Background: an optimization exercise with open tools, aiming at small area, a short achievable clock period and few clock cycles. Do not read the settings as production practice.
Function was checked by simulation only, so behaviour that the tests miss may differ from the original.
No activity file was given, so power comes from the tool's default toggle rates.

<file path="flow/flow/run.sh">
#!/bin/bash
set -uo pipefail
bash standard.sh SETUP_SLACK_MARGIN=6.5 finish > flow_make.log 2>&1
status=$?
echo "standard.sh exit status $status" >> flow_make.log
exit $status
</file>
<file path="flow/standard.sh">
#!/bin/bash
# synth_recipe.tcl (not shown) runs the flow's synth.tcl, then flattens the netlist and writes it again
# the make line also repeats each setting of config.mk as NAME=value (left out here)
make -C /OpenROAD-flow-scripts/flow DESIGN_CONFIG=/design/flow/config.mk WORK_HOME=/design/flow/orfs CLKGATE_MAP_FILE= SYNTH_SCRIPT=/design/flow/synth_recipe.tcl "${@:-finish}"
</file>
<file path="flow/config.mk">
export PLATFORM = sky130hd
export DESIGN_NAME = zs_codec
export DESIGN_NICKNAME = zs_codec
export VERILOG_FILES = /design/flow/design.v
export SDC_FILE = /design/flow/constraint.sdc
export NUM_CORES = 8
export LEC_CHECK = 0
export ABC_CLOCK_PERIOD_IN_PS = 3500
export CAP_MARGIN = 20
export CORE_MARGIN = 2
export CORE_UTILIZATION = 50
export CTS_CLUSTER_DIAMETER = 70
export CTS_CLUSTER_SIZE = 30
export PLACE_DENSITY = 0.65
export SETUP_SLACK_MARGIN = 5
export SLEW_MARGIN = 20
</file>
<file path="flow/constraint.sdc">
create_clock -name core_clock -period 10.0 [get_ports {clk}]
set_input_delay 2.0000 -clock core_clock [delete_from_list [all_inputs] [get_ports {clk}]]
set_output_delay 2.0000 -clock core_clock [all_outputs]
set_load 0.01 [all_outputs]
</file>
<file path="flow/design.v">
module zs_codec (
    input             clk,
    input             rst,           
    input             host_req,
    input             host_we,
    input      [10:0] host_addr,
    input      [7:0]  host_wdata,
    output            host_ready,
    output reg        host_rvalid,
    output reg [7:0]  host_rdata,
    output            tx_valid,
    output     [31:0] tx_frame,      
    input             tx_ready
);
    localparam [7:0] OP_NOP        = 8'h00;
    localparam [7:0] OP_CW_U16     = 8'h10;
    localparam [7:0] OP_CW_BYTES   = 8'h11;
    localparam [7:0] OP_CW_SUBSYS  = 8'h12;
    localparam [7:0] OP_CW_TYPE    = 8'h13;
    localparam [7:0] OP_CW_NAME    = 8'h14;
    localparam [7:0] OP_CW_SER     = 8'h15;
    localparam [7:0] OP_HDR_BYTES  = 8'h20;
    localparam [7:0] OP_HDR_SER    = 8'h21;
    localparam [7:0] OP_FRM_BYTES  = 8'h22;
    localparam [7:0] OP_FRM_SER    = 8'h23;
    localparam [7:0] OP_CHECKSUM   = 8'h30;
    localparam [7:0] OP_ENV_BYTES  = 8'h31;
    localparam [7:0] OP_ENV_SER    = 8'h32;
    localparam [7:0] OP_ENV_CMD    = 8'h33;
    localparam [7:0] OP_LINK_MAKE  = 8'h40;
    localparam [7:0] OP_LINK_ACK   = 8'h41;
    localparam [7:0] OP_LINK_PARSE = 8'h42;
    localparam [3:0] E_OK        = 4'd0;
    localparam [3:0] E_FRAMING   = 4'd1;
    localparam [3:0] E_CHECKSUM  = 4'd2;
    localparam [3:0] E_TRUNC     = 4'd3;
    localparam [3:0] E_VARIANT   = 4'd4;
    localparam [3:0] E_LENGTH    = 4'd5;
    localparam [3:0] E_ILLEGAL   = 4'd6;
    localparam [2:0] G_NONE = 3'd0, G_ENVSER = 3'd1, G_FRMSER = 3'd2,
                     G_LINK = 3'd3, G_FRMFROM = 3'd4, G_ENVFROM = 3'd5,
                     G_CKSUM = 3'd6;
    localparam [2:0] W_IDLE = 3'd0, W_A1 = 3'd1, W_A2 = 3'd2, W_RUN = 3'd3,
                     W_P1 = 3'd4, W_P2 = 3'd5;
    localparam [1:0] OS_PAY = 2'd0, OS_PAY1 = 2'd1, OS_IB = 2'd2;
    function [15:0] crc_m1;
        input [15:0] x;
        begin
            crc_m1[0] = ^(x & 16'h1100);
            crc_m1[1] = ^(x & 16'h2200);
            crc_m1[2] = ^(x & 16'h4400);
            crc_m1[3] = ^(x & 16'h8800);
            crc_m1[4] = ^(x & 16'h1000);
            crc_m1[5] = ^(x & 16'h3100);
            crc_m1[6] = ^(x & 16'h6200);
            crc_m1[7] = ^(x & 16'hC400);
            crc_m1[8] = ^(x & 16'h8801);
            crc_m1[9] = ^(x & 16'h1002);
            crc_m1[10] = ^(x & 16'h2004);
            crc_m1[11] = ^(x & 16'h4008);
            crc_m1[12] = ^(x & 16'h9110);
            crc_m1[13] = ^(x & 16'h2220);
            crc_m1[14] = ^(x & 16'h4440);
            crc_m1[15] = ^(x & 16'h8880);
        end
    endfunction
    function [15:0] crc_m2;
        input [15:0] x;
        begin
            crc_m2[0] = ^(x & 16'h1911);
            crc_m2[1] = ^(x & 16'h3222);
            crc_m2[2] = ^(x & 16'h6444);
            crc_m2[3] = ^(x & 16'hC888);
            crc_m2[4] = ^(x & 16'h9110);
            crc_m2[5] = ^(x & 16'h3B31);
            crc_m2[6] = ^(x & 16'h7662);
            crc_m2[7] = ^(x & 16'hECC4);
            crc_m2[8] = ^(x & 16'hD988);
            crc_m2[9] = ^(x & 16'hB310);
            crc_m2[10] = ^(x & 16'h6620);
            crc_m2[11] = ^(x & 16'hCC40);
            crc_m2[12] = ^(x & 16'h8191);
            crc_m2[13] = ^(x & 16'h0322);
            crc_m2[14] = ^(x & 16'h0644);
            crc_m2[15] = ^(x & 16'h0C88);
        end
    endfunction
    function [15:0] crc_m3;
        input [15:0] x;
        begin
            crc_m3[0] = ^(x & 16'h5819);
            crc_m3[1] = ^(x & 16'hB032);
            crc_m3[2] = ^(x & 16'h6064);
            crc_m3[3] = ^(x & 16'hC0C8);
            crc_m3[4] = ^(x & 16'h8191);
            crc_m3[5] = ^(x & 16'h5B3B);
            crc_m3[6] = ^(x & 16'hB676);
            crc_m3[7] = ^(x & 16'h6CEC);
            crc_m3[8] = ^(x & 16'hD9D9);
            crc_m3[9] = ^(x & 16'hB3B3);
            crc_m3[10] = ^(x & 16'h6766);
            crc_m3[11] = ^(x & 16'hCECC);
            crc_m3[12] = ^(x & 16'hC581);
            crc_m3[13] = ^(x & 16'h8B03);
            crc_m3[14] = ^(x & 16'h1606);
            crc_m3[15] = ^(x & 16'h2C0C);
        end
    endfunction
    function [15:0] crc_m4;
        input [15:0] x;
        begin
            crc_m4[0] = ^(x & 16'h1C58);
            crc_m4[1] = ^(x & 16'h38B0);
            crc_m4[2] = ^(x & 16'h7160);
            crc_m4[3] = ^(x & 16'hE2C0);
            crc_m4[4] = ^(x & 16'hC581);
            crc_m4[5] = ^(x & 16'h975B);
            crc_m4[6] = ^(x & 16'h2EB6);
            crc_m4[7] = ^(x & 16'h5D6C);
            crc_m4[8] = ^(x & 16'hBAD9);
            crc_m4[9] = ^(x & 16'h75B3);
            crc_m4[10] = ^(x & 16'hEB67);
            crc_m4[11] = ^(x & 16'hD6CE);
            crc_m4[12] = ^(x & 16'hB1C5);
            crc_m4[13] = ^(x & 16'h638B);
            crc_m4[14] = ^(x & 16'hC716);
            crc_m4[15] = ^(x & 16'h8E2C);
        end
    endfunction
    function [15:0] crc_m5;
        input [15:0] x;
        begin
            crc_m5[0] = ^(x & 16'h0B1C);
            crc_m5[1] = ^(x & 16'h1638);
            crc_m5[2] = ^(x & 16'h2C71);
            crc_m5[3] = ^(x & 16'h58E2);
            crc_m5[4] = ^(x & 16'hB1C5);
            crc_m5[5] = ^(x & 16'h6897);
            crc_m5[6] = ^(x & 16'hD12E);
            crc_m5[7] = ^(x & 16'hA25D);
            crc_m5[8] = ^(x & 16'h44BA);
            crc_m5[9] = ^(x & 16'h8975);
            crc_m5[10] = ^(x & 16'h12EB);
            crc_m5[11] = ^(x & 16'h25D6);
            crc_m5[12] = ^(x & 16'h40B1);
            crc_m5[13] = ^(x & 16'h8163);
            crc_m5[14] = ^(x & 16'h02C7);
            crc_m5[15] = ^(x & 16'h058E);
        end
    endfunction
    function [15:0] crc_m6;
        input [15:0] x;
        begin
            crc_m6[0] = ^(x & 16'h040B);
            crc_m6[1] = ^(x & 16'h0816);
            crc_m6[2] = ^(x & 16'h102C);
            crc_m6[3] = ^(x & 16'h2058);
            crc_m6[4] = ^(x & 16'h40B1);
            crc_m6[5] = ^(x & 16'h8568);
            crc_m6[6] = ^(x & 16'h0AD1);
            crc_m6[7] = ^(x & 16'h15A2);
            crc_m6[8] = ^(x & 16'h2B44);
            crc_m6[9] = ^(x & 16'h5689);
            crc_m6[10] = ^(x & 16'hAD12);
            crc_m6[11] = ^(x & 16'h5A25);
            crc_m6[12] = ^(x & 16'hB040);
            crc_m6[13] = ^(x & 16'h6081);
            crc_m6[14] = ^(x & 16'hC102);
            crc_m6[15] = ^(x & 16'h8205);
        end
    endfunction
    function [15:0] crc_m7;
        input [15:0] x;
        begin
            crc_m7[0] = ^(x & 16'h9B04);
            crc_m7[1] = ^(x & 16'h3608);
            crc_m7[2] = ^(x & 16'h6C10);
            crc_m7[3] = ^(x & 16'hD820);
            crc_m7[4] = ^(x & 16'hB040);
            crc_m7[5] = ^(x & 16'hFB85);
            crc_m7[6] = ^(x & 16'hF70A);
            crc_m7[7] = ^(x & 16'hEE15);
            crc_m7[8] = ^(x & 16'hDC2B);
            crc_m7[9] = ^(x & 16'hB856);
            crc_m7[10] = ^(x & 16'h70AD);
            crc_m7[11] = ^(x & 16'hE15A);
            crc_m7[12] = ^(x & 16'h59B0);
            crc_m7[13] = ^(x & 16'hB360);
            crc_m7[14] = ^(x & 16'h66C1);
            crc_m7[15] = ^(x & 16'hCD82);
        end
    endfunction
    function [15:0] crc_m8;
        input [15:0] x;
        begin
            crc_m8[0] = ^(x & 16'h859B);
            crc_m8[1] = ^(x & 16'h0B36);
            crc_m8[2] = ^(x & 16'h166C);
            crc_m8[3] = ^(x & 16'h2CD8);
            crc_m8[4] = ^(x & 16'h59B0);
            crc_m8[5] = ^(x & 16'h36FB);
            crc_m8[6] = ^(x & 16'h6DF7);
            crc_m8[7] = ^(x & 16'hDBEE);
            crc_m8[8] = ^(x & 16'hB7DC);
            crc_m8[9] = ^(x & 16'h6FB8);
            crc_m8[10] = ^(x & 16'hDF70);
            crc_m8[11] = ^(x & 16'hBEE1);
            crc_m8[12] = ^(x & 16'hF859);
            crc_m8[13] = ^(x & 16'hF0B3);
            crc_m8[14] = ^(x & 16'hE166);
            crc_m8[15] = ^(x & 16'hC2CD);
        end
    endfunction
    function [15:0] crc_byte;
        input [15:0] c;
        input [7:0]  b;
        begin
            crc_byte = crc_m1(c ^ {b, 8'h00});
        end
    endfunction
    function known_subsys;
        input [4:0] c;
        begin
            known_subsys = (c <= 5'h09) || (c == 5'h0F) || (c == 5'h15);
        end
    endfunction
    reg [7:0]  op_r;
    reg [3:0]  err_r;
    reg        done_r;
    reg        sticky_r;
    reg [7:0]  cmd0_r, cmd1_r, len_r;
    reg        variant_r;
    reg [15:0] arg_r;
    reg [15:0] res_r;
    reg [8:0]  consumed_r;
    reg [8:0]  ibuf_len_r;
    reg [8:0]  obuf_len_r;
    reg [7:0]  obc0, obc1, obc2, obc3;       
    reg [7:0]  ibs0, ibs1, ibs2, ibs3, ibs4;  
    reg [8:0]  ibs1p4;                       
    reg [9:0]  ibs0p3, ibs1p5;               
    reg        frm_short, env_short;         
    reg [7:0]  pay0s;                        
    reg        hold_r;                       
    reg        txv_r;
    reg [7:0]  pend_c;
    reg [15:0] pend_crc;
    reg  [7:0]    ph;
    reg  [2047:0] ibr, payr, obr;
    wire [2047:0] ibr_n, payr_n, obr_n;
    wire [7:0] ib_cur  [0:31];    
    wire [7:0] ib_prt  [0:31];    
    wire [7:0] pay_cur [0:31];    
    wire [7:0] pay_nx  [0:31];    
    wire [7:0] ob_cur  [0:31];
    wire [7:0] ib_nv   [0:31];    
    wire [7:0] pay_nv  [0:31];
    wire [7:0] ob_nv   [0:31];
    genvar gs, gk, gm;
    generate
        for (gs = 0; gs < 256; gs = gs + 1) begin : g_slot
            if (gs % 8 != 0) begin : g_plain
                assign ibr_n [8*gs +: 8] = ibr [8*((gs+1)%256) +: 8];
                assign payr_n[8*gs +: 8] = payr[8*((gs+1)%256) +: 8];
                assign obr_n [8*gs +: 8] = obr [8*((gs+1)%256) +: 8];
            end else begin : g_port
                assign ibr_n [8*gs +: 8] = ib_nv [gs/8];
                assign payr_n[8*gs +: 8] = pay_nv[gs/8];
                assign obr_n [8*gs +: 8] = ob_nv [gs/8];
            end
        end
        for (gk = 0; gk < 32; gk = gk + 1) begin : g_taps
            assign ib_cur [gk] = ibr [8*(8*gk+1) +: 8];
            assign ib_prt [gk] = ibr [8*(8*gk)   +: 8];
            assign pay_cur[gk] = payr[8*(8*gk+1) +: 8];
            assign pay_nx [gk] = payr[8*(8*gk+2) +: 8];
            assign ob_cur [gk] = obr [8*(8*gk+1) +: 8];
        end
    endgenerate
    always @(posedge clk) begin
        ibr  <= ibr_n;
        payr <= payr_n;
        obr  <= obr_n;
    end
    always @(posedge clk) begin
        if (rst) ph <= 8'd0;
        else     ph <= ph + 8'd1;
    end
    reg        e0_v, e1_v;
    reg        e0_we, e1_we;
    reg [7:0]  e0_d, e1_d;
    reg [7:0]  e0_a, e1_a;       
    reg [5:0]  e0_c, e1_c;       
    reg [7:0]  e0_dl, e1_dl;
    reg        rdy_r;
    reg [7:0]  nk0, nk4;         
    assign host_ready = rdy_r;
    wire acc = host_req && rdy_r && !rst;
    wire [10:0] ha     = host_addr;
    wire [5:0]  in_c;
    assign in_c[0] = (ha[10:4] == 7'h00);
    assign in_c[1] = (ha[10:8] == 3'h1) && (ha[7:0] < 8'd250);
    assign in_c[2] = (ha[10:8] == 3'h2);
    assign in_c[3] = (ha[10:8] == 3'h4) && (ha[7:2] == 6'd0);
    assign in_c[4] = ((ha[10:8] == 3'h4) && (ha[7:2] != 6'd0)) ||
                     ((ha[10:8] == 3'h5) && (ha[7:2] == 6'd0));
    assign in_c[5] = (ha == 11'h000) && host_we;
    wire [7:0]  in_dl  = ha[7:0] + ((ha[9] | ha[10]) ? nk4 : nk0);
    wire [7:0]  a      = e0_a;
    wire        a_reg  = e0_c[0];
    wire        a_pay  = e0_c[1];
    wire        a_ib   = e0_c[2];
    wire        a_obc  = e0_c[3];
    wire        a_obr  = e0_c[4];
    wire        a_op   = e0_c[5];
    wire        a_ring = a_pay || a_ib || a_obr;
    wire        a_algn = (e0_dl[2:0] == 3'd0);
    wire [4:0]  a_port = e0_dl[7:3];
    reg [2:0]  g_op;          
    reg        g_ph;          
    reg [7:0]  g_n;           
    reg [8:0]  g_p;           
    reg        reg_pend;      
    reg [2:0]  w_st;
    reg [3:0]  w_cnt;
    reg [8:0]  w_len;         
    reg [7:0]  w_e;           
    reg        w_cpo;         
    reg [1:0]  w_osrc;
    reg        w_cpp;         
    reg        w_psrc;        
    reg        w_xib;         
    reg [3:0]  m_a, m_b;      
    reg        m_w;
    reg [15:0] mask;          
    reg [7:0]  xg0, xg1;
    reg [7:0]  xacc;
    reg [7:0]  fcs_r;
    wire w_run  = (w_st == W_RUN);
    wire w_arm  = (w_st == W_A1) || (w_st == W_A2);
    wire w_idle = (w_st == W_IDLE);
    reg [1:0]  tq_st;         
    reg [7:0]  tq_dl;         
    reg [4:0]  tq_port;
    reg [1:0]  tq_cnt;
    reg [1:0]  tq_v;          
    wire [7:0] tq_val = (tq_v == 2'd0) ? res_r[15:8] :
                        (tq_v == 2'd1) ? res_r[7:0]  :
                        (tq_v == 2'd2) ? 8'h7E : xacc;
    wire       tq_w   = (tq_st == 2'd2);
    reg        sv, sfv;
    reg  [8:0] sm;
    reg  [7:0] sx, sf, sfcs;
    reg [15:0] sc;
    reg        pv;
    reg  [7:0] pm;
    reg  [7:0] px;
    reg [1:0]  cr_st;         
    reg [1:0]  zph;           
    reg [2:0]  z_rem;
    reg [5:0]  z_chk;
    reg        st_pay;        
    reg [4:0]  cr_port;
    reg [8:0]  cr_cnt;
    reg [7:0]  crc_b;
    reg        crc_bv;
    reg [15:0] crc_r;
    wire [8:0] m_q9  = w_len + 9'd15 - {5'd0, w_e[3:0]};
    wire [4:0] m_q   = m_q9[8:4];
    wire [3:0] m_an  = 4'd0 - w_e[7:4];
    wire [4:0] m_sum = {1'b0, m_an} + m_q;
    wire [15:0] mask_n;
    generate
        for (gk = 0; gk < 16; gk = gk + 1) begin : g_mask
            wire ge = (gk >= m_a);
            wire lt = (gk <  m_b);
            assign mask_n[gk] = m_w ? (ge | lt) : (ge & lt);
        end
    endgenerate
    always @(posedge clk) begin
        m_a  <= m_an;
        m_b  <= m_sum[3:0];
        m_w  <= m_sum[4];
        mask <= mask_n;
    end
    wire        fcs_take = w_run && (g_op == G_ENVFROM) && !g_ph &&
                           (ph[2:0] == g_n[2:0]);
    wire        cr_algn  = st_pay ? (ph[2:0] == 3'd0) : (ph[2:0] == 3'd4);
    wire [4:0]  cr_p0    = st_pay ? (5'd0 - ph[7:3]) : ~ph[7:3];
    wire        cr_take  = ((cr_st == 2'd1) && cr_algn) || (cr_st == 2'd2);
    wire [4:0]  cr_psel  = (cr_st == 2'd1) ? cr_p0 : cr_port;
    reg  [1:0]  ps_ring;            
    reg  [4:0]  ps_port;
    reg  [1:0]  pg_sel;
    reg  [7:0]  pg [0:3];
    wire [7:0]  pg_out = pg[pg_sel];
    generate
        for (gm = 0; gm < 4; gm = gm + 1) begin : g_rgrp
            wire [5:0] sl = 6'd8 * gm + {3'd0, ps_port[2:0]};
            always @(posedge clk)
                pg[gm] <= (ps_ring == 2'd0) ? payr[64*sl +: 8] :
                          (ps_ring == 2'd1) ? ibr [64*sl +: 8] :
                                              obr [64*sl +: 8];
        end
    endgenerate
    wire eng_idle = (g_op == G_NONE);
    wire cp_young = w_run && !w_cnt[3];
    reg  can;
    always @(*) begin
        can = 1'b0;
        if (e0_v && !reg_pend) begin
            if (e0_we) begin
                if (a_op)
                    can = hold_r || eng_idle;
                else if (a_pay || a_ib)
                    can = hold_r || (eng_idle && a_algn);
                else
                    can = 1'b1;
            end else begin
                if (a_ring)
                    can = a_algn && !w_arm && !(cp_young && a_port[0] &&
                                                 ((a_obr && w_cpo) || (a_pay && w_cpp)));
                else
                    can = 1'b1;
            end
        end
    end
    wire proc    = can;
    wire do_wr   = proc && e0_we && !hold_r;         
    wire issue   = do_wr && a_op;
    wire h_pay_w = do_wr && a_pay;
    wire h_ib_w  = do_wr && a_ib;
    wire [1:0] q_cnt  = {1'b0, e0_v} + {1'b0, e1_v};
    wire [1:0] q_next = q_cnt - {1'b0, proc} + {1'b0, acc};
    always @(posedge clk) begin
        if (rst) begin
            e0_v  <= 1'b0;
            e1_v  <= 1'b0;
            rdy_r <= 1'b0;
            nk0   <= 8'hFF;
            nk4   <= 8'hFB;
        end else begin
            nk0   <= nk0 - 8'd1;
            nk4   <= nk4 - 8'd1;
            rdy_r <= (q_next != 2'd2);
            e0_dl <= e0_dl - 8'd1;
            e1_dl <= e1_dl - 8'd1;
            if (proc || !e0_v) begin
                if (e1_v) begin
                    e0_v <= 1'b1; e0_we <= e1_we; e0_a <= e1_a; e0_d <= e1_d;
                    e0_c <= e1_c; e0_dl <= e1_dl - 8'd1;
                    e1_v <= acc;
                    if (acc) begin
                        e1_we <= host_we; e1_a <= ha[7:0]; e1_d <= host_wdata;
                        e1_c <= in_c; e1_dl <= in_dl;
                    end
                end else begin
                    e0_v <= acc;
                    if (acc) begin
                        e0_we <= host_we; e0_a <= ha[7:0]; e0_d <= host_wdata;
                        e0_c <= in_c; e0_dl <= in_dl;
                    end
                end
            end else if (acc) begin
                e1_v <= 1'b1; e1_we <= host_we; e1_a <= ha[7:0]; e1_d <= host_wdata;
                e1_c <= in_c; e1_dl <= in_dl;
            end
        end
    end
    generate
        for (gk = 0; gk < 32; gk = gk + 1) begin : g_ports
            wire hsel  = (a_port == gk);
            wire ib_w  = h_ib_w  && hsel;
            wire pay_w = h_pay_w && hsel;
            wire cpp   = (gk % 2 == 0) && w_run && w_cpp && mask[gk/2];
            wire cpo   = (gk % 2 == 0) && w_run && w_cpo && mask[gk/2];
            wire tlw   = tq_w && (tq_port == gk);
            assign ib_nv[gk]  = ib_w ? e0_d : ib_cur[gk];
            assign pay_nv[gk] = pay_w ? e0_d :
                                cpp ? (w_psrc ? ib_cur[gk] : ib_prt[gk]) :
                                pay_cur[gk];
            assign ob_nv[gk]  = cpo ? ((w_osrc == OS_PAY)  ? pay_cur[gk] :
                                       (w_osrc == OS_PAY1) ? pay_nx[gk] : ib_prt[gk]) :
                                tlw ? tq_val : ob_cur[gk];
        end
    endgenerate
    reg [7:0] xgrp [0:1];
    integer xi, xm;
    always @(*) begin
        for (xm = 0; xm < 2; xm = xm + 1) begin
            xgrp[xm] = 8'h00;
            for (xi = 8*xm; xi < 8*xm + 8; xi = xi + 1)
                xgrp[xm] = xgrp[xm] ^ ({8{mask[xi] & w_xib}} & ib_cur[2*xi]);
        end
    end
    reg [7:0] rd_reg;
    always @(*) begin
        case (a[3:0])
            4'h0: rd_reg = op_r;
            4'h1: rd_reg = {1'b0, sticky_r, hold_r, done_r, err_r};
            4'h2: rd_reg = cmd0_r;
            4'h3: rd_reg = cmd1_r;
            4'h4: rd_reg = len_r;
            4'h5: rd_reg = {7'd0, variant_r};
            4'h6: rd_reg = arg_r[7:0];
            4'h7: rd_reg = arg_r[15:8];
            4'h8: rd_reg = res_r[7:0];
            4'h9: rd_reg = res_r[15:8];
            4'hA: rd_reg = consumed_r[7:0];
            4'hB: rd_reg = {7'd0, consumed_r[8]};
            4'hC: rd_reg = ibuf_len_r[7:0];
            4'hD: rd_reg = {7'd0, ibuf_len_r[8]};
            4'hE: rd_reg = obuf_len_r[7:0];
            default: rd_reg = {7'd0, obuf_len_r[8]};
        endcase
    end
    wire [7:0] rd_obc = (a[1:0] == 2'd0) ? obc0 : (a[1:0] == 2'd1) ? obc1 :
                        (a[1:0] == 2'd2) ? obc2 : obc3;
    reg       rq1_v, rq1_ring, rq2_v, rq2_ring;
    reg [7:0] rq1_dat, rq2_dat;
    reg       fq1, fq2, cq1, cq2;
    always @(posedge clk) begin
        if (rst) begin
            rq1_v       <= 1'b0;
            rq2_v       <= 1'b0;
            host_rvalid <= 1'b0;
            fq1 <= 1'b0; fq2 <= 1'b0;
            cq1 <= 1'b0; cq2 <= 1'b0;
        end else begin
            rq1_v       <= proc && !e0_we;
            rq2_v       <= rq1_v;
            host_rvalid <= rq2_v;
            fq1 <= fcs_take; fq2 <= fq1;
            cq1 <= cr_take;  cq2 <= cq1;
        end
        rq1_ring <= a_ring;
        rq1_dat  <= a_reg ? rd_reg : a_obc ? rd_obc : 8'h00;
        rq2_ring <= rq1_ring;
        rq2_dat  <= rq1_dat;
        pg_sel   <= ps_port[4:3];
        if (rq2_v)
            host_rdata <= rq2_ring ? pg_out : rq2_dat;
        if (cr_take) begin
            ps_ring <= st_pay ? 2'd0 : 2'd1; ps_port <= cr_psel;
        end else if (fcs_take) begin
            ps_ring <= 2'd1; ps_port <= g_n[7:3] - ph[7:3];
        end else begin
            ps_ring <= a_pay ? 2'd0 : a_ib ? 2'd1 : 2'd2;
            ps_port <= a_port;
        end
    end
    assign tx_valid = txv_r;
    assign tx_frame = {8'h7E, pend_crc[7:0], pend_crc[15:8], pend_c};
    wire   tx_acc   = !rst && txv_r && tx_ready;
    reg        ak_pend;
    reg [1:0]  ak_cnt;
    wire       ak_fire = ak_pend && ((ak_cnt == 2'd0) || (ak_cnt == 2'd1 && proc));
    wire [7:0] wd       = e0_d;
    wire [8:0] il_wr    = a[0] ? {wd[0], ibuf_len_r[7:0]} : {ibuf_len_r[8], wd};
    wire [8:0] il_new   = (il_wr > 9'd256) ? 9'd256 : il_wr;
    wire [7:0] ack_c    = 8'h80 | {5'd0, arg_r[2:0]};
    wire [8:0] lk_p     = ibuf_len_r;
    wire       lk_fast  = sv && (sm == ibuf_len_r);
    wire       es_fast  = (len_r == 8'd0) || (pv && pm == len_r);
    wire [7:0] es_fold  = len_r ^ cmd0_r ^ cmd1_r;
    task complete;
        input [3:0] e;
        begin
            err_r  <= e;
            done_r <= 1'b1;
            if (e != E_OK)
                sticky_r <= 1'b1;
        end
    endtask
    task sweep;
        input [1:0] lo_code;      
        input [8:0] len;
        begin
            w_len <= len;
            w_e   <= ph + ((lo_code == 2'd0) ? 8'd3 : (lo_code == 2'd1) ? 8'd7 : 8'd6);
            w_st  <= W_A1;
        end
    endtask
    task tail;
        input [7:0] lo;
        input [1:0] n;
        input [1:0] v;
        reg   [7:0] d;
        begin
            d = lo - ph - 8'd1;
            tq_cnt <= n;
            tq_v   <= v;
            tq_dl  <= d;
            tq_port <= d[7:3];
            tq_st  <= (d[2:0] == 3'd0) ? 2'd2 : 2'd1;
        end
    endtask
    always @(posedge clk) begin
        if (rst) begin
            op_r       <= 8'h00;
            err_r      <= E_OK;
            done_r     <= 1'b0;
            sticky_r   <= 1'b0;
            cmd0_r     <= 8'h00;
            cmd1_r     <= 8'h00;
            len_r      <= 8'h00;
            variant_r  <= 1'b0;
            arg_r      <= 16'h0000;
            res_r      <= 16'h0000;
            consumed_r <= 9'd0;
            ibuf_len_r <= 9'd0;
            obuf_len_r <= 9'd0;
            frm_short  <= 1'b1;
            env_short  <= 1'b1;
            hold_r     <= 1'b0;
            txv_r      <= 1'b0;
            ak_pend    <= 1'b0;
            ak_cnt     <= 2'd0;
            g_op       <= G_NONE;
            w_st       <= W_IDLE;
            w_cpo      <= 1'b0;
            w_cpp      <= 1'b0;
            w_xib      <= 1'b0;
            reg_pend   <= 1'b0;
            tq_st      <= 2'd0;
            cr_st      <= 2'd0;
            crc_bv     <= 1'b0;
            xg0 <= 8'h00; xg1 <= 8'h00;
            sv         <= 1'b0;
            sfv        <= 1'b0;
            pv         <= 1'b0;
        end else begin
            if (proc && e0_we && a_reg && a[3:0] == 4'h1 && wd[6])
                sticky_r <= 1'b0;
            if (do_wr && a_reg) begin
                case (a[3:0])
                    4'h2: cmd0_r    <= wd;
                    4'h3: cmd1_r    <= wd;
                    4'h4: len_r     <= wd;
                    4'h5: variant_r <= wd[0];
                    4'h6: arg_r[7:0]  <= wd;
                    4'h7: arg_r[15:8] <= wd;
                    4'hC, 4'hD: begin
                        ibuf_len_r <= il_new;
                        frm_short  <= {1'b0, il_new} < ibs0p3;
                        env_short  <= {1'b0, il_new} < ibs1p5;
                    end
                    default: ;
                endcase
            end
            if (h_ib_w) begin
                case (a[7:0])
                    8'd0: begin
                        ibs0      <= wd;
                        ibs0p3    <= 10'd3 + {2'd0, wd};
                        frm_short <= {1'b0, ibuf_len_r} < 10'd3 + {2'd0, wd};
                    end
                    8'd1: begin
                        ibs1      <= wd;
                        ibs1p4    <= 9'd4 + {1'b0, wd};
                        ibs1p5    <= 10'd5 + {2'd0, wd};
                        env_short <= {1'b0, ibuf_len_r} < 10'd5 + {2'd0, wd};
                    end
                    8'd2: ibs2 <= wd;
                    8'd3: ibs3 <= wd;
                    8'd4: ibs4 <= wd;
                    default: ;
                endcase
                if (a[7:0] == 8'd0) begin
                    sv  <= 1'b1;
                    sm  <= 9'd1;
                    sx  <= wd;
                    sc  <= crc_byte(16'h0000, wd);
                    sfv <= 1'b0;
                end else if (sv && {1'b0, a[7:0]} == sm) begin
                    sm <= sm + 9'd1;
                    sx <= sx ^ wd;
                    sc <= crc_byte(sc, wd);
                    if (sm == ibs1p4) begin
                        sf   <= sx ^ ibs0;
                        sfcs <= wd;
                        sfv  <= 1'b1;
                    end
                end else
                    sv <= 1'b0;
            end
            if (h_pay_w) begin
                if (a[7:0] == 8'd0)
                    pay0s <= wd;
                if (a[7:0] == 8'd0) begin
                    pv <= 1'b1;
                    pm <= 8'd1;
                    px <= wd;
                end else if (pv && a[7:0] == pm) begin
                    pm <= pm + 8'd1;
                    px <= px ^ wd;
                end else
                    pv <= 1'b0;
            end
            if (tx_acc) begin
                txv_r   <= 1'b0;
                ak_pend <= 1'b1;
                ak_cnt  <= q_next;
            end else if (ak_pend) begin
                if (ak_fire) begin
                    ak_pend    <= 1'b0;
                    hold_r     <= 1'b0;
                    obc0       <= pend_c;
                    obc1       <= pend_crc[15:8];
                    obc2       <= pend_crc[7:0];
                    obc3       <= 8'h7E;
                    obuf_len_r <= 9'd4;
                    res_r      <= pend_crc;
                    complete(E_OK);
                end else if (proc)
                    ak_cnt <= ak_cnt - 2'd1;
            end
            if (w_run && w_xib) begin
                xg0 <= xgrp[0]; xg1 <= xgrp[1];
            end else begin
                xg0 <= 8'h00; xg1 <= 8'h00;
            end
            xacc <= xacc ^ xg0 ^ xg1 ^ ((crc_bv && st_pay) ? crc_b : 8'h00);
            if (fq2)
                fcs_r <= pg_out;
            if (crc_bv && !st_pay)
                crc_r <= crc_byte(crc_r, crc_b);
            crc_bv <= cq2;
            if (cq2)
                crc_b <= pg_out;
            if (cr_st == 2'd1 && cr_algn) begin
                cr_port <= cr_p0;
                cr_cnt  <= cr_cnt - 9'd1;
                cr_st   <= (cr_cnt == 9'd1) ? 2'd0 : 2'd2;
            end else if (cr_st == 2'd2) begin
                cr_cnt <= cr_cnt - 9'd1;
                if (cr_cnt == 9'd1)
                    cr_st <= 2'd0;
            end else if (cr_st == 2'd3) begin
                case (zph)
                    2'd0: begin
                        case (z_rem)
                            3'd1: crc_r <= crc_m1(crc_r);
                            3'd2: crc_r <= crc_m2(crc_r);
                            3'd3: crc_r <= crc_m3(crc_r);
                            3'd4: crc_r <= crc_m4(crc_r);
                            3'd5: crc_r <= crc_m5(crc_r);
                            3'd6: crc_r <= crc_m6(crc_r);
                            default: crc_r <= crc_m7(crc_r);
                        endcase
                        zph <= (z_chk != 6'd0) ? 2'd1 : 2'd2;
                    end
                    2'd1: begin
                        crc_r <= crc_m8(crc_r);
                        z_chk <= z_chk - 6'd1;
                        if (z_chk == 6'd1)
                            zph <= 2'd2;
                    end
                    default: begin
                        crc_r <= crc_r ^ sc;
                        cr_st <= 2'd0;
                    end
                endcase
            end
            w_e <= w_e + 8'd1;
            case (w_st)
                W_A1: w_st <= W_A2;
                W_A2: begin
                    w_st  <= W_RUN;
                    w_cnt <= 4'd0;
                end
                W_RUN: begin
                    w_cnt <= w_cnt + 4'd1;
                    if (w_cnt == 4'd15) begin
                        if (w_xib)
                            w_st <= W_P1;       
                        else begin
                            w_st  <= W_IDLE;
                            w_cpo <= 1'b0;
                            w_cpp <= 1'b0;
                        end
                    end
                end
                W_P1: w_st <= W_P2;
                W_P2: begin
                    w_st  <= W_IDLE;
                    w_cpo <= 1'b0;
                    w_cpp <= 1'b0;
                    w_xib <= 1'b0;
                end
                default: ;
            endcase
            if (tq_st == 2'd1) begin
                tq_dl <= tq_dl - 8'd1;
                if (tq_dl[2:0] == 3'd1) begin
                    tq_st   <= 2'd2;
                    tq_port <= tq_dl[7:3];
                end
            end else if (tq_st == 2'd2) begin
                tq_v   <= tq_v + 2'd1;
                tq_cnt <= tq_cnt - 2'd1;
                if (tq_cnt == 2'd1)
                    tq_st <= 2'd0;
            end
            if (g_op != G_NONE) begin
                case (g_op)
                    G_ENVSER: begin
                        if (!g_ph) begin
                            if (cr_st == 2'd0 && !cq1 && !cq2 && !crc_bv) begin
                                tail(g_n, 2'd1, 2'd3);
                                reg_pend <= 1'b0;
                                g_ph     <= 1'b1;
                            end
                        end else if (w_idle && tq_st == 2'd0)
                            g_op <= G_NONE;
                    end
                    G_LINK: begin
                        if (!g_ph) begin
                            if (cr_st == 2'd0 && !cq1 && !cq2 && !crc_bv) begin
                                res_r    <= crc_r;
                                reg_pend <= 1'b0;
                                g_ph     <= 1'b1;
                                case (g_p)
                                    9'd0: begin obc1 <= crc_r[15:8]; obc2 <= crc_r[7:0]; obc3 <= 8'h7E; end
                                    9'd1: begin obc2 <= crc_r[15:8]; obc3 <= crc_r[7:0]; end
                                    9'd2: begin obc3 <= crc_r[15:8]; end
                                    default: ;
                                endcase
                                if (g_p >= 9'd3)
                                    tail(g_p[7:0] - 8'd3, 2'd3, 2'd0);
                                else if (g_p != 9'd0)
                                    tail(8'd0, g_p[1:0], 2'd3 - g_p[1:0]);
                            end
                        end else if (w_idle && tq_st == 2'd0)
                            g_op <= G_NONE;
                    end
                    G_ENVFROM: begin
                        if (!g_ph) begin
                            if (w_idle) begin
                                reg_pend <= 1'b0;
                                if (fcs_r != xacc) begin
                                    complete(E_CHECKSUM);
                                    g_op <= G_NONE;
                                end else if (g_n > 8'd250) begin
                                    complete(E_LENGTH);
                                    g_op <= G_NONE;
                                end else begin
                                    variant_r  <= 1'b0;
                                    len_r      <= g_n;
                                    cmd0_r     <= ibs2;
                                    cmd1_r     <= ibs3;
                                    res_r      <= {8'd0, xacc};
                                    consumed_r <= 9'd5 + {1'b0, g_n};
                                    complete(E_OK);
                                    pv <= 1'b1;
                                    pm <= g_n;
                                    px <= xacc ^ ibs1 ^ ibs2 ^ ibs3;
                                    g_ph <= 1'b1;
                                    if (g_n == 8'd0)
                                        g_op <= G_NONE;
                                    else begin
                                        pay0s  <= ibs4;
                                        w_cpp  <= 1'b1;
                                        w_psrc <= 1'b1;
                                        sweep(2'd0, {1'b0, g_n});
                                    end
                                end
                            end
                        end else if (w_idle)
                            g_op <= G_NONE;
                    end
                    G_CKSUM: begin
                        if (w_idle) begin
                            res_r    <= {8'd0, xacc};
                            reg_pend <= 1'b0;
                            g_op     <= G_NONE;
                        end
                    end
                    default: begin
                        if (w_idle)
                            g_op <= G_NONE;
                    end
                endcase
            end
            if (issue) begin
                op_r   <= wd;
                done_r <= 1'b0;
                g_ph   <= 1'b0;
                case (wd)
                    OP_NOP: complete(E_OK);
                    OP_CW_U16: begin
                        cmd0_r <= arg_r[7:0];
                        cmd1_r <= arg_r[15:8];
                        complete(E_OK);
                    end
                    OP_CW_BYTES: begin
                        if (ibuf_len_r < 9'd2)
                            complete(E_TRUNC);
                        else begin
                            cmd0_r     <= ibs0;
                            cmd1_r     <= ibs1;
                            consumed_r <= 9'd2;
                            complete(E_OK);
                        end
                    end
                    OP_CW_SUBSYS: begin
                        res_r <= known_subsys(cmd0_r[4:0]) ? {11'd0, cmd0_r[4:0]} : 16'd0;
                        complete(E_OK);
                    end
                    OP_CW_TYPE: begin
                        res_r <= {13'd0, cmd0_r[7:5]};
                        complete(E_OK);
                    end
                    OP_CW_NAME: begin
                        res_r <= {7'd0, known_subsys(cmd0_r[4:0]), 3'd0, cmd0_r[4:0]};
                        complete(E_OK);
                    end
                    OP_CW_SER: begin
                        obc0 <= cmd0_r;
                        obc1 <= cmd1_r;
                        obuf_len_r <= 9'd2;
                        complete(E_OK);
                    end
                    OP_HDR_BYTES: begin
                        if (ibuf_len_r < 9'd3)
                            complete(E_TRUNC);
                        else if (ibs0 > 8'd250)
                            complete(E_LENGTH);
                        else begin
                            len_r      <= ibs0;
                            cmd0_r     <= ibs1;
                            cmd1_r     <= ibs2;
                            consumed_r <= 9'd3;
                            complete(E_OK);
                        end
                    end
                    OP_HDR_SER: begin
                        obc0 <= len_r;
                        obc1 <= cmd0_r;
                        obc2 <= cmd1_r;
                        obuf_len_r <= 9'd3;
                        complete(E_OK);
                    end
                    OP_FRM_BYTES: begin
                        if (ibuf_len_r < 9'd3)
                            complete(E_TRUNC);
                        else if (ibs0 > 8'd250)
                            complete(E_LENGTH);
                        else if (frm_short)
                            complete(E_TRUNC);
                        else begin
                            len_r      <= ibs0;
                            cmd0_r     <= ibs1;
                            cmd1_r     <= ibs2;
                            consumed_r <= 9'd3 + {1'b0, ibs0};
                            complete(E_OK);
                            if (ibs0 != 8'd0) begin
                                pay0s  <= ibs3;
                                pv     <= 1'b0;
                                g_op   <= G_FRMFROM;
                                w_cpp  <= 1'b1;
                                w_psrc <= 1'b0;
                                sweep(2'd0, {1'b0, ibs0});
                            end
                        end
                    end
                    OP_FRM_SER: begin
                        if (len_r > 8'd250)
                            complete(E_LENGTH);
                        else begin
                            obc0 <= len_r;
                            obc1 <= cmd0_r;
                            obc2 <= cmd1_r;
                            if (len_r != 8'd0)
                                obc3 <= pay0s;
                            obuf_len_r <= 9'd3 + {1'b0, len_r};
                            complete(E_OK);
                            if (len_r > 8'd1) begin
                                g_op   <= G_FRMSER;
                                w_cpo  <= 1'b1;
                                w_osrc <= OS_PAY1;
                                sweep(2'd0, {1'b0, len_r - 8'd1});
                            end
                        end
                    end
                    OP_CHECKSUM: begin
                        xacc <= 8'h00;
                        complete(E_OK);
                        if (ibuf_len_r == 9'd0)
                            res_r <= 16'd0;
                        else if (sv && sm == ibuf_len_r)
                            res_r <= {8'd0, sx};
                        else begin
                            reg_pend <= 1'b1;
                            g_op     <= G_CKSUM;
                            w_xib    <= 1'b1;
                            sweep(2'd1, ibuf_len_r);
                        end
                    end
                    OP_ENV_BYTES: begin
                        xacc <= 8'h00;
                        if (ibuf_len_r < 9'd1 || ibs0 != 8'hFE)
                            complete(E_FRAMING);
                        else if (ibuf_len_r < 9'd2)
                            complete(E_FRAMING);
                        else if (env_short)
                            complete(E_FRAMING);
                        else if (sv && sfv) begin
                            if (sfcs != sf)
                                complete(E_CHECKSUM);
                            else if (ibs1 > 8'd250)
                                complete(E_LENGTH);
                            else begin
                                variant_r  <= 1'b0;
                                len_r      <= ibs1;
                                cmd0_r     <= ibs2;
                                cmd1_r     <= ibs3;
                                res_r      <= {8'd0, sf};
                                consumed_r <= 9'd5 + {1'b0, ibs1};
                                complete(E_OK);
                                pv <= 1'b1;
                                pm <= ibs1;
                                px <= sf ^ ibs1 ^ ibs2 ^ ibs3;
                                if (ibs1 != 8'd0) begin
                                    pay0s  <= ibs4;
                                    g_op   <= G_ENVFROM;
                                    g_ph   <= 1'b1;
                                    g_n    <= ibs1;
                                    w_cpp  <= 1'b1;
                                    w_psrc <= 1'b1;
                                    sweep(2'd0, {1'b0, ibs1});
                                end
                            end
                        end else begin
                            reg_pend <= 1'b1;
                            g_op     <= G_ENVFROM;
                            g_n      <= ibs1;
                            w_xib    <= 1'b1;
                            sweep(2'd2, {1'b0, ibs1} + 9'd3);
                        end
                    end
                    OP_ENV_SER: begin
                        if (variant_r)
                            complete(E_VARIANT);
                        else if (len_r > 8'd250)
                            complete(E_LENGTH);
                        else begin
                            obc0 <= 8'hFE;
                            obc1 <= len_r;
                            obc2 <= cmd0_r;
                            obc3 <= cmd1_r;
                            obuf_len_r <= 9'd5 + {1'b0, len_r};
                            complete(E_OK);
                            g_op <= G_ENVSER;
                            g_n  <= len_r;
                            if (len_r != 8'd0) begin
                                w_cpo  <= 1'b1;
                                w_osrc <= OS_PAY;
                                sweep(2'd0, {1'b0, len_r});
                            end
                            if (es_fast) begin
                                xacc <= es_fold ^ (len_r == 8'd0 ? 8'h00 : px);
                                g_ph <= 1'b1;
                                tail(len_r, 2'd1, 2'd3);
                            end else begin
                                xacc     <= es_fold;
                                reg_pend <= 1'b1;
                                st_pay   <= 1'b1;
                                cr_st    <= 2'd1;
                                cr_cnt   <= {1'b0, len_r};
                            end
                        end
                    end
                    OP_ENV_CMD: begin
                        if (variant_r)
                            complete(E_VARIANT);
                        else begin
                            res_r <= {cmd1_r, cmd0_r};
                            complete(E_OK);
                        end
                    end
                    OP_LINK_MAKE: begin
                        obc0 <= arg_r[7:0];
                        if (lk_p >= 9'd1) obc1 <= ibs0;
                        if (lk_p >= 9'd2) obc2 <= ibs1;
                        if (lk_p >= 9'd3) obc3 <= ibs2;
                        obuf_len_r <= lk_p + 9'd4;
                        complete(E_OK);
                        reg_pend <= 1'b1;
                        g_op     <= G_LINK;
                        g_p      <= lk_p;
                        crc_r    <= crc_byte(16'h0000, arg_r[7:0]);
                        st_pay   <= 1'b0;
                        if (lk_p != 9'd0) begin
                            cr_st  <= lk_fast ? 2'd3 : 2'd1;
                            cr_cnt <= lk_p;
                            z_rem  <= lk_p[2:0];
                            z_chk  <= lk_p[8:3];
                            zph    <= (lk_p[2:0] != 3'd0) ? 2'd0 : 2'd1;
                        end
                        if (lk_p >= 9'd4) begin
                            w_cpo  <= 1'b1;
                            w_osrc <= OS_IB;
                            sweep(2'd0, lk_p - 9'd3);
                        end
                    end
                    OP_LINK_ACK: begin
                        pend_c   <= ack_c;
                        pend_crc <= crc_byte(16'h0000, ack_c);
                        hold_r   <= 1'b1;
                        txv_r    <= 1'b1;
                    end
                    OP_LINK_PARSE: begin
                        res_r <= {9'd0, arg_r[6:4] + 3'd1, arg_r[3], arg_r[6:4]};
                        complete(E_OK);
                    end
                    default: complete(E_ILLEGAL);
                endcase
            end
        end
    end
endmodule
</file>
==> summary.txt, run 1 <==
RSZ-0062 raised after global routing -> true
status -> no timing/DRC/antenna violations
worst skew pair latency -> 1.00 ns
WS Path Type -> flop to output pin
sum of net half-perimeters after detailed placement -> 380000 µm
antenna violations before repair -> 57
remaining global-route overflow -> 0
clk sinks -> 6771
Vias -> 111000
vias per cell -> 5.53
worst hold path class -> flop to flop
maxcap violations -> 0
Hold Worst Slack -> 0.306 ns
Final Max Slew Viols -> 0
ratio of cells with drive above 1 in the final layout -> 11.0%
Mapped Area -> 190000 µm²
asr flop ratio synth -> 0%
Seq cells post-synth -> 6771
largest net degree at the start of global routing -> 142
first-pass GRT wire length -> 788000 µm
setup TNS -> 0 ns
WL/cell -> 28.5 µm
Final min period -> 3.74 ns
Post-DRT Antenna Nets -> 0
H-tree levels -> 5
core area -> 379000 µm²
pwr dens -> 212 nW/µm²
DRC errors left -> 0
drt first pass iters -> 10
CTS tree -> built
Worst-Margin Slew -> 1.14 ns
synth unique cells -> 97
Crit. End Element -> output pin
Clock Skew -> 0.0747 ns
Syn. warnings -> 3
vias in the first global route -> 103000
top cells by count, synth -> dfxtp_1, nand2_1, o21ai_0, nor2_1, clkbuf_1
Final setup viols -> 0
CTS Root Cell -> clkbuf_16
Final Hold Viols -> 0
top-area cell type share of the netlist area -> 67.3%
Final Wtd Congestion -> 1.05
Gate Count Post-Synth -> 15000
DP Area -> 197000 µm²
cell leakage power -> 79.5 nW
die area -> 386000 µm²
Initial Util -> 50.2%
Slew Limit Headroom -> 23.7%
startpoint types -> flop
final wirelength -> 574000 µm
crit path max fanout -> 3
Post-synth EDFFs -> 370
final instance area -> 209000 µm²
I/O pin cnt -> 67
Max clock buf depth -> 4
syn_area_per_cell -> 12.7 µm²
Core Rows -> 226
IO buf count -> 46
Clock Pin Slew Worst Setup and Hold Paths -> 0.10 ns
Arr. time, crit path -> 1.74 ns
CTS buffer count -> 307
Peak VDD IR -> 175 µV
Most used DFF post-synth -> dfxtp_1
initial drt markers -> 13900
final worst-path cycle share -> 37.4%
final net count -> 15200
count leader, synth -> dfxtp_1
Max Clk Rate -> 267 MHz
placed cell count -> 19500
Synth area leader -> dfxtp_1
CP required -> 8.00 ns
non-filler cells, final -> 20100
Die Span X -> 621 µm
most area-consuming cells after synthesis -> dfxtp_1, edfxtp_1, nand2_1
total power -> 44.4 mW
Seq/Total Area, Yosys -> 73.1%
Die Ht -> 621 µm
Total GRT Usage -> 28.7%
Layout area overhead -> 9.98%
==> cell type report <==
class,count,area (µm²)
clock buffer,339,8090
sequential,6771,139000
antenna,28,70.1
timing repair inverter,1,7.51
inverter,178,723
clock inverter,101,1550
fill,31300,170000
tap,5016,6280
timing repair buffer,448,4420
multi-input combinational,7264,49000
==> path summary, 6_finish.rpt <==
| kind | endpoint | from | depth (start not counted) | slack [ns] |
|---|---|---|---|---|
| worst min register to register | payr[1505]$_DFF_P_ | payr[1513]$_DFF_P_ | 0 | 0.31 |
| worst max register to register | ibr[836]$_DFF_P_ | g_op[1]$_SDFF_PP0_ | 8 | 6.36 |
| worst min-delay path | payr[1505]$_DFF_P_ | payr[1513]$_DFF_P_ | 0 | 0.31 |
| worst max-delay path | tx_frame[2] | tx_frame[18]$_DFFE_PP_ | 3 | 6.26 |
==> registers in the layout, indices dropped and copies added (netlist names), 16 cells and up <==
signal / count
ibr: 2048
crc_r: 16
sc: 16
mask: 16
res_r: 16
obr: 2048
arg_r: 16
pg: 32
payr: 2048
==> kinds of logic (layout without fill, tap and decap cells) <==
family                     count (synthesis)  count (layout)  synth area share (%)
AOI/OAI and AO/OA                       2524            2526                  7.86
xor gates and xnor gates                 808             808                  3.73
adders and majority gates                168             168                  1.12
buffers and inverters                    992            1067                  2.04
DFF                                     6771            6771                  73.1
muxes                                    934             934                  5.88
other                                      2              48               0.00394
and+or+nand+nor                         2804            2808                  6.24
==> cells in the final DEF, fill, tap and decap left out, drive strengths merged, types with 79 or more instances in the layout <==
| cell type | count |
|---|---|
| o21ai | 1018 |
| inv | 225 |
| edfxtp | 370 |
| a211oi | 160 |
| nor2 | 874 |
| ha | 153 |
| xnor2 | 572 |
| dfxtp | 6401 |
| nor3 | 108 |
| buf | 414 |
| mux2i | 465 |
| mux4 | 113 |
| a21oi | 681 |
| clkbuf | 346 |
| xor2 | 235 |
| mux2 | 356 |
| a22oi | 79 |
| nand3 | 98 |
| nand2 | 1364 |
| o22ai | 100 |
==> critical path: stages (launching register included) <==
cell,delay (ns)
edfxtp_1,0.43
buf_6,0.16
buf_6,0.11
buf_6,0.11
==> repair_timing <==
action                                  CTS  global route
endpoints found under the setup margin  895           311
hold buffers                              0             0
resized for setup                       378           125
pin swaps                                25            27
cloned                                   15             4
setup buffers                            66            52
==> stage by stage <==
step,setup WS (ns),utilization [%]
3_3_place_gp,4.41,51.9
2_1_floorplan,6.06,-
3_5_place_dp,4.38,51.9
4_1_cts,6.22,54.9
5_1_grt,6.24,55.2
6_report,6.26,55.2
==> metal layers <==
metal | vias to the layer above | wire (µm) | global-route usage, %
li1 | 50400 | - | -
met1 | 54300 | 244000 | 39.3
met2 | 5251 | 239000 | 41.9
met3 | 1473 | 50700 | 6.20
met4 | 32 | 39900 | 16.9
met5 | - | 226 | 0
==> report_power, final <==
part	internal, mW	switching (mW)	total, mW
Clock	6.21	8.65	14.9
Combinational	0.602	1.17	1.77
Sequential	27.4	0.385	27.8
Testbench counts, summed over its fixed seeds: cycles 111,956.
==> run 2, diff against run 1 <==
--- a/flow/design.v
+++ b/flow/design.v
@@ -38,4 +38,23 @@
     localparam [3:0] E_LENGTH    = 4'd5;
     localparam [3:0] E_ILLEGAL   = 4'd6;
+    localparam [4:0] I_NOP = 5'd0,
+                     I_CW_U16 = 5'd1,
+                     I_CW_BYTES = 5'd2,
+                     I_CW_SUBSYS = 5'd3,
+                     I_CW_TYPE = 5'd4,
+                     I_CW_NAME = 5'd5,
+                     I_CW_SER = 5'd6,
+                     I_HDR_BYTES = 5'd7,
+                     I_HDR_SER = 5'd8,
+                     I_FRM_BYTES = 5'd9,
+                     I_FRM_SER = 5'd10,
+                     I_CHECKSUM = 5'd11,
+                     I_ENV_BYTES = 5'd12,
+                     I_ENV_SER = 5'd13,
+                     I_ENV_CMD = 5'd14,
+                     I_LINK_MAKE = 5'd15,
+                     I_LINK_ACK = 5'd16,
+                     I_LINK_PARSE = 5'd17,
+                     I_ILL = 5'd31;
     localparam [2:0] G_NONE = 3'd0, G_ENVSER = 3'd1, G_FRMSER = 3'd2,
                      G_LINK = 3'd3, G_FRMFROM = 3'd4, G_ENVFROM = 3'd5,
@@ -219,4 +238,30 @@
         end
     endfunction
+    function [4:0] op_index;
+        input [7:0] d;
+        begin
+            case (d)
+                OP_NOP: op_index = I_NOP;
+                OP_CW_U16: op_index = I_CW_U16;
+                OP_CW_BYTES: op_index = I_CW_BYTES;
+                OP_CW_SUBSYS: op_index = I_CW_SUBSYS;
+                OP_CW_TYPE: op_index = I_CW_TYPE;
+                OP_CW_NAME: op_index = I_CW_NAME;
+                OP_CW_SER: op_index = I_CW_SER;
+                OP_HDR_BYTES: op_index = I_HDR_BYTES;
+                OP_HDR_SER: op_index = I_HDR_SER;
+                OP_FRM_BYTES: op_index = I_FRM_BYTES;
+                OP_FRM_SER: op_index = I_FRM_SER;
+                OP_CHECKSUM: op_index = I_CHECKSUM;
+                OP_ENV_BYTES: op_index = I_ENV_BYTES;
+                OP_ENV_SER: op_index = I_ENV_SER;
+                OP_ENV_CMD: op_index = I_ENV_CMD;
+                OP_LINK_MAKE: op_index = I_LINK_MAKE;
+                OP_LINK_ACK: op_index = I_LINK_ACK;
+                OP_LINK_PARSE: op_index = I_LINK_PARSE;
+                default: op_index = I_ILL;
+            endcase
+        end
+    endfunction
     function known_subsys;
         input [4:0] c;
@@ -244,6 +289,7 @@
     reg        hold_r;                       
     reg        txv_r;
-    reg [7:0]  pend_c;
-    reg [15:0] pend_crc;
+    reg        tx_arm;                       
+    reg [2:0]  pend_a;                       
+    reg [31:0] txf_r;                        
     reg  [7:0]    ph;
     reg  [2047:0] ibr, payr, obr;
@@ -293,4 +339,5 @@
     reg [5:0]  e0_c, e1_c;       
     reg [7:0]  e0_dl, e1_dl;
+    reg [4:0]  e0_oi;            
     reg        rdy_r;
     reg [7:0]  nk0, nk4;         
@@ -449,4 +496,5 @@
                 if (e1_v) begin
                     e0_v <= 1'b1; e0_we <= e1_we; e0_a <= e1_a; e0_d <= e1_d;
+                    e0_oi <= op_index(e1_d);
                     e0_c <= e1_c; e0_dl <= e1_dl - 8'd1;
                     e1_v <= acc;
@@ -459,4 +507,5 @@
                     if (acc) begin
                         e0_we <= host_we; e0_a <= ha[7:0]; e0_d <= host_wdata;
+                        e0_oi <= op_index(host_wdata);
                         e0_c <= in_c; e0_dl <= in_dl;
                     end
@@ -539,6 +588,5 @@
         rq2_dat  <= rq1_dat;
         pg_sel   <= ps_port[4:3];
-        if (rq2_v)
-            host_rdata <= rq2_ring ? pg_out : rq2_dat;
+        host_rdata <= !rq2_v ? 8'h00 : rq2_ring ? pg_out : rq2_dat;
         if (cr_take) begin
             ps_ring <= st_pay ? 2'd0 : 2'd1; ps_port <= cr_psel;
@@ -550,6 +598,12 @@
         end
     end
+    wire [7:0]  ack_b   = 8'h80 | {5'd0, pend_a};
+    wire [15:0] ack_crc = crc_byte(16'h0000, ack_b);
+    always @(posedge clk)
+        txf_r <= {8'h7E, ack_crc[7:0], ack_crc[15:8], ack_b};
+    always @(posedge clk)
+        txv_r <= !rst && (tx_arm || (txv_r && !tx_ready));
     assign tx_valid = txv_r;
-    assign tx_frame = {8'h7E, pend_crc[7:0], pend_crc[15:8], pend_c};
+    assign tx_frame = txf_r;
     wire   tx_acc   = !rst && txv_r && tx_ready;
     reg        ak_pend;
@@ -614,5 +668,5 @@
             env_short  <= 1'b1;
             hold_r     <= 1'b0;
-            txv_r      <= 1'b0;
+            tx_arm     <= 1'b0;
             ak_pend    <= 1'b0;
             ak_cnt     <= 2'd0;
@@ -698,6 +752,7 @@
                     pv <= 1'b0;
             end
+            if (tx_arm)
+                tx_arm <= 1'b0;
             if (tx_acc) begin
-                txv_r   <= 1'b0;
                 ak_pend <= 1'b1;
                 ak_cnt  <= q_next;
@@ -706,10 +761,10 @@
                     ak_pend    <= 1'b0;
                     hold_r     <= 1'b0;
-                    obc0       <= pend_c;
-                    obc1       <= pend_crc[15:8];
-                    obc2       <= pend_crc[7:0];
+                    obc0       <= txf_r[7:0];
+                    obc1       <= txf_r[15:8];
+                    obc2       <= txf_r[23:16];
                     obc3       <= 8'h7E;
                     obuf_len_r <= 9'd4;
-                    res_r      <= pend_crc;
+                    res_r      <= {txf_r[15:8], txf_r[23:16]};
                     complete(E_OK);
                 end else if (proc)
@@ -887,12 +942,12 @@
                 done_r <= 1'b0;
                 g_ph   <= 1'b0;
-                case (wd)
-                    OP_NOP: complete(E_OK);
-                    OP_CW_U16: begin
+                case (e0_oi)
+                    I_NOP: complete(E_OK);
+                    I_CW_U16: begin
                         cmd0_r <= arg_r[7:0];
                         cmd1_r <= arg_r[15:8];
                         complete(E_OK);
                     end
-                    OP_CW_BYTES: begin
+                    I_CW_BYTES: begin
                         if (ibuf_len_r < 9'd2)
                             complete(E_TRUNC);
@@ -904,17 +959,17 @@
                         end
                     end
-                    OP_CW_SUBSYS: begin
+                    I_CW_SUBSYS: begin
                         res_r <= known_subsys(cmd0_r[4:0]) ? {11'd0, cmd0_r[4:0]} : 16'd0;
                         complete(E_OK);
                     end
-                    OP_CW_TYPE: begin
+                    I_CW_TYPE: begin
                         res_r <= {13'd0, cmd0_r[7:5]};
                         complete(E_OK);
                     end
-                    OP_CW_NAME: begin
+                    I_CW_NAME: begin
                         res_r <= {7'd0, known_subsys(cmd0_r[4:0]), 3'd0, cmd0_r[4:0]};
                         complete(E_OK);
                     end
-                    OP_CW_SER: begin
+                    I_CW_SER: begin
                         obc0 <= cmd0_r;
                         obc1 <= cmd1_r;
@@ -922,5 +977,5 @@
                         complete(E_OK);
                     end
-                    OP_HDR_BYTES: begin
+                    I_HDR_BYTES: begin
                         if (ibuf_len_r < 9'd3)
                             complete(E_TRUNC);
@@ -935,5 +990,5 @@
                         end
                     end
-                    OP_HDR_SER: begin
+                    I_HDR_SER: begin
                         obc0 <= len_r;
                         obc1 <= cmd0_r;
@@ -942,5 +997,5 @@
                         complete(E_OK);
                     end
-                    OP_FRM_BYTES: begin
+                    I_FRM_BYTES: begin
                         if (ibuf_len_r < 9'd3)
                             complete(E_TRUNC);
@@ -965,5 +1020,5 @@
                         end
                     end
-                    OP_FRM_SER: begin
+                    I_FRM_SER: begin
                         if (len_r > 8'd250)
                             complete(E_LENGTH);
@@ -984,5 +1039,5 @@
                         end
                     end
-                    OP_CHECKSUM: begin
+                    I_CHECKSUM: begin
                         xacc <= 8'h00;
                         complete(E_OK);
@@ -998,5 +1053,5 @@
                         end
                     end
-                    OP_ENV_BYTES: begin
+                    I_ENV_BYTES: begin
                         xacc <= 8'h00;
                         if (ibuf_len_r < 9'd1 || ibs0 != 8'hFE)
@@ -1040,5 +1095,5 @@
                         end
                     end
-                    OP_ENV_SER: begin
+                    I_ENV_SER: begin
                         if (variant_r)
                             complete(E_VARIANT);
@@ -1072,5 +1127,5 @@
                         end
                     end
-                    OP_ENV_CMD: begin
+                    I_ENV_CMD: begin
                         if (variant_r)
                             complete(E_VARIANT);
@@ -1080,5 +1135,5 @@
                         end
                     end
-                    OP_LINK_MAKE: begin
+                    I_LINK_MAKE: begin
                         obc0 <= arg_r[7:0];
                         if (lk_p >= 9'd1) obc1 <= ibs0;
@@ -1105,11 +1160,10 @@
                         end
                     end
-                    OP_LINK_ACK: begin
-                        pend_c   <= ack_c;
-                        pend_crc <= crc_byte(16'h0000, ack_c);
+                    I_LINK_ACK: begin
+                        pend_a   <= arg_r[2:0];
                         hold_r   <= 1'b1;
-                        txv_r    <= 1'b1;
+                        tx_arm   <= 1'b1;
                     end
-                    OP_LINK_PARSE: begin
+                    I_LINK_PARSE: begin
                         res_r <= {9'd0, arg_r[6:4] + 3'd1, arg_r[3], arg_r[6:4]};
                         complete(E_OK);
==> run 2 against run 1 <==
  * Die area grew 0.95%
  * Sequential share of layout area shrank 0.11 points
  * Maximum frequency grew 3.7%
  * Critical path depth grew 8
  * Final cell count shrank 0.24%
  * Clock-buffer cell count shrank 4
  * Sequential power is essentially flat
  * Core utilization shrank 0.34 points
  * Register-to-register slack gained 0.03 ns
  * Critical path type is now flop to flop
  * Largest power group unchanged
  * Highest routed layer unchanged
==> summary.txt, run 2 <==
IO buf count -> 46 (unchanged)
setup TNS -> 0 ns (unchanged)
Layout fillers -> 31500 (+0.88%)
Slew Limit Headroom -> 16.3% (-7.4 points)
asr flop ratio synth -> 0% (unchanged)
Clock Skew -> 0.0734 ns (-0.00132 ns)
clk sinks -> 6780 (+0.13%)
H-tree levels -> 5 (unchanged)
final wirelength -> 554000 µm (-3.4%)
synth unique cells -> 125 (+29%)
CTS tree -> built
antenna violations before repair -> 56 (-1.8%)
CTS Root Cell -> clkbuf_16
ratio of cells with drive above 1 in the final layout -> 11.4% (+0.42 points)
Arr. time, crit path -> 4.33 ns (+2.59 ns)
delay-heaviest family, CP -> compound AO/OA/AOI/OAI gates
first-pass GRT wire length -> 770000 µm (-2.3%)
crit path max fanout -> 24 (+21)
Post-synth EDFFs -> 365 (-1.4%)
non-filler cells, final -> 20100 (-0.24%)
I/O pin cnt -> 67 (unchanged)
Layout area overhead -> 9.23%
initial drt markers -> 13300 (-4.1%)
largest registers -> ibr (2048), obr (2048), payr (2048)
Mapped Area -> 192000 µm² (+0.95%)
WS Path Type -> flop to flop
placed cell count -> 19500 (+0.010%)
WL/cell -> 27.6 µm (-3.1%)
HP Start -> ibr[1707]$_DFF_P_
status -> no timing/DRC/antenna violations
drt first pass iters -> 9 (-1)
Most used DFF post-synth -> dfxtp_1
CP max stage cell -> o21ai_0
Final Wtd Congestion -> 1.01 (-3.9%)
worst hold path class -> flop to flop
Post-CTS Hold Fix Bufs -> 0 (unchanged)
remaining global-route overflow -> 0 (unchanged)
Max clock buf depth -> 4 (unchanged)
worst skew pair latency -> 0.98 ns (-0.02 ns)
Initial Util -> 50.3% (about the same)
final net count -> 15100 (-0.55%)
worst hold path depth -> 0 (unchanged)
Die Ht -> 624 µm (+0.47%)
Peak VDD IR -> 175 µV (+0.15%)
FF-to-FF setup slack -> 6.39 ns (+0.03 ns)
Worst-Margin Slew -> 1.24 ns (+0.107 ns)
Final Max Slew Viols -> 0 (unchanged)
Max Clk Rate -> 277 MHz (+3.7%)
Clock Pin Slew Worst Setup and Hold Paths -> 0.10 ns (about the same)
startpoint types -> flop
vias in the first global route -> 103000 (-0.73%)
Die Span X -> 624 µm (+0.47%)
Vias -> 111000 (-0.45%)
Seq cells post-synth -> 6780 (+0.13%)
FF/Latch Area -> 139000 µm² (+0.11%)
commonest non-fill, non-tap cell in the layout -> dfxtp_1
most frequent cells in the layout -> dfxtp_1, nand2_1, o21ai_0
reg2reg start -> len_r[1]$_SDFF_PP0_
RR Endpoint -> w_e[7]$_DFFE_PN_
most area-consuming cells after synthesis -> dfxtp_1, edfxtp_1, mux2_2
Gate Count Post-Synth -> 15000 (unchanged)
multi-input logic area -> 50200 µm² (+2.5%)
sum of net half-perimeters after detailed placement -> 376000 µm (-0.99%)
Final min period -> 3.61 ns (-0.135 ns)
Final setup viols -> 0 (unchanged)
syn_area_per_cell -> 12.8 µm² (+0.95%)
RSZ-0062 raised after global routing -> true
die area -> 390000 µm² (+0.95%)
core area -> 383000 µm² (+0.89%)
Seq/Total Area, Yosys -> 72.5% (-0.62 points)
R2R cell count -> 11 (+3)
CP peak stage delay -> 0.47 ns (+0.04 ns)
CTS buffer count -> 312 (+1.6%)
pwr dens -> 214 nW/µm² (+1.0%)
worst hold endpoint -> ibr[1699]$_DFF_P_
Syn. warnings -> 3 (unchanged)
CP cell instances -> buf_6 > ha_1 > nor2b_1 > o2111a_1 > buf_4 > o31ai_2 > and2_1 > o21ai_0 > nand2b_1 > a211oi_1 > nor2_1
DRC errors left -> 0 (unchanged)
maxcap violations -> 0 (unchanged)
cell leakage power -> 80.0 nW (+0.61%)
buffers plus inverters on the worst setup path -> 2 (-1)
Crit. End Element -> flop
top-area cell type share of the netlist area -> 66.8% (-0.49 points)
top cells by count, synth -> dfxtp_1, nand2_1, o21ai_0, nor2_1, a21oi_1
Core Rows -> 227 (+0.44%)
Total GRT Usage -> 27.7% (-1.1 points)
CP required -> 10.72 ns (+2.72 ns)
final worst-path cycle share -> 36.1% (-1.3 points)
Final Hold Viols -> 0 (unchanged)
vias per cell -> 5.52 (-0.21%)
Post-DRT Antenna Nets -> 0 (unchanged)
Synth area leader -> dfxtp_1
largest net degree at the start of global routing -> 157 (+11%)
count leader, synth -> dfxtp_1
-- run 2: cell types whose count changed after synthesis, moves of 22 or more --
cell,change
xnor2_1,-48
mux2_2,+134
nor2b_1,+24
xor2_1,+29
nand3_1,+44
o21ai_0,-77
nand2_1,-178
buf_2,+50
nor3_1,+30
nor2_1,-42
buf_1,+22
clkbuf_1,-78
nand4_1,-28
-- run 2: worst max path at each step --
stage	depth (start not counted)	to	slack, ns	from
after CTS	8	ibr[576]$_DFF_P_	6.35	g_op[1]$_SDFF_PP0_
after floorplan	15	e0_dl[6]$_DFFE_PN_	5.76	host_addr[9]
final	11	w_e[7]$_DFFE_PN_	6.39	len_r[1]$_SDFF_PP0_
after global placement	8	obc3[2]$_DFFE_PN_	4.91	tx_ready
after global routing	8	crc_r[1]$_DFFE_PN_	6.38	crc_r[7]$_DFFE_PN_
after detailed placement	8	obc3[5]$_DFFE_PN_	4.90	tx_ready
-- run 2: cell families (layout without fill, tap and decap cells) --
logic type,Yosys count,count (layout),synth area share (%)
adder cells (fa/ha/maj),158,158,1.04
AND/OR/NAND/NOR,2738,2740,6.31
flip-flops,6780,6780,72.5
multiplexers,1091,1091,6.73
buffers and inverters,975,991,2.03
XOR/XNOR,804,804,3.77
other,2,39,0.00391
AO/OA/AOI/OAI,2455,2456,7.62
-- run 2: report_power, final --
group	total [mW]	switching (mW)	leakage [nW]	internal, mW
combinational	1.94	1.30	20.0	0.645
sequential	27.9	0.389	55.1	27.5
clock	15.2	8.83	4.84	6.33
total	45.0	10.5	80.0	34.4
-- run 2: area by class of cell --
type	instances	share of cell area, %
tap	5038	3.00
inverter	161	0.307
multi-input combinational	7269	23.9
timing repair inverter	1	0.00357
timing repair buffer	373	1.57
clock buffer	335	3.84
sequential	6780	66.4
clock inverter	121	0.942
antenna	19	0.0226
-- run 2: what timing repair did --
item / in CTS / in global routing
gates resized for setup: 244 / 102
endpoints found under the setup margin: 635 / 588
gates cloned: 5 / 0
setup buffers: 39 / 35
pin swaps: 11 / 10
-- run 2: stage by stage --
| stage | hold slack (ns) | total power, mW | setup slack (ns) | cell area, µm² | util [%] |
|---|---|---|---|---|---|
| floorplan | 0.310 | 29.4 | 5.76 | 193000 | - |
| global placement | 0.309 | 30.3 | 4.91 | 198000 | 51.8 |
| detailed placement | 0.312 | 30.3 | 4.90 | 198000 | 51.8 |
| CTS | 0.247 | 45.2 | 6.35 | 209000 | 54.7 |
| global route | 0.277 | 46.2 | 6.38 | 210000 | 54.9 |
| finish | 0.283 | 45.0 | 6.39 | 210000 | 54.9 |
-- run 2: layer usage --
layer	global-route usage, %	part of all wire, %
met5	0	0.012
met4	14.3	6.1
met3	4.97	8.5
met2	40.9	42
met1	38.9	43
Testbench counts of run 2, summed over its fixed seeds: cycles 111,956.

==> afterwards: timing with drivers on the ports <==
In the flow no input, the clock included, has a driving cell. The finished layouts below were timed again as built, in two steps. Step 1 (the two cells are an assumption about what drives the block):
set clk [get_ports {clk}]
set_driving_cell -lib_cell sky130_fd_sc_hd__clkbuf_16 $clk
set_driving_cell -lib_cell sky130_fd_sc_hd__buf_2 [delete_from_list [all_inputs] $clk]
Step 2 times the ports against the registers' clock, not the clock port: input delays grow and output delays shrink by t, the midpoint of the rising clock arrivals with the driver on. a / b / c = no drivers / after step 1 / after step 2; a / b = the first two.
run	shift t [ns]	slack for setup (ns)	worst setup path at the end	clock arrival spread, ns
run 1	1.065	6.256 / 6.146 / 5.603	input to register	0.094 / 0.094
run 2	1.050	6.391 / 6.343 / 5.566	input to register	0.109 / 0.109
After both steps every run listed still meets setup and hold. The setup slack of run 2, which loses most, moves by -0.048 ns with the drivers and by -0.825 ns with both steps.
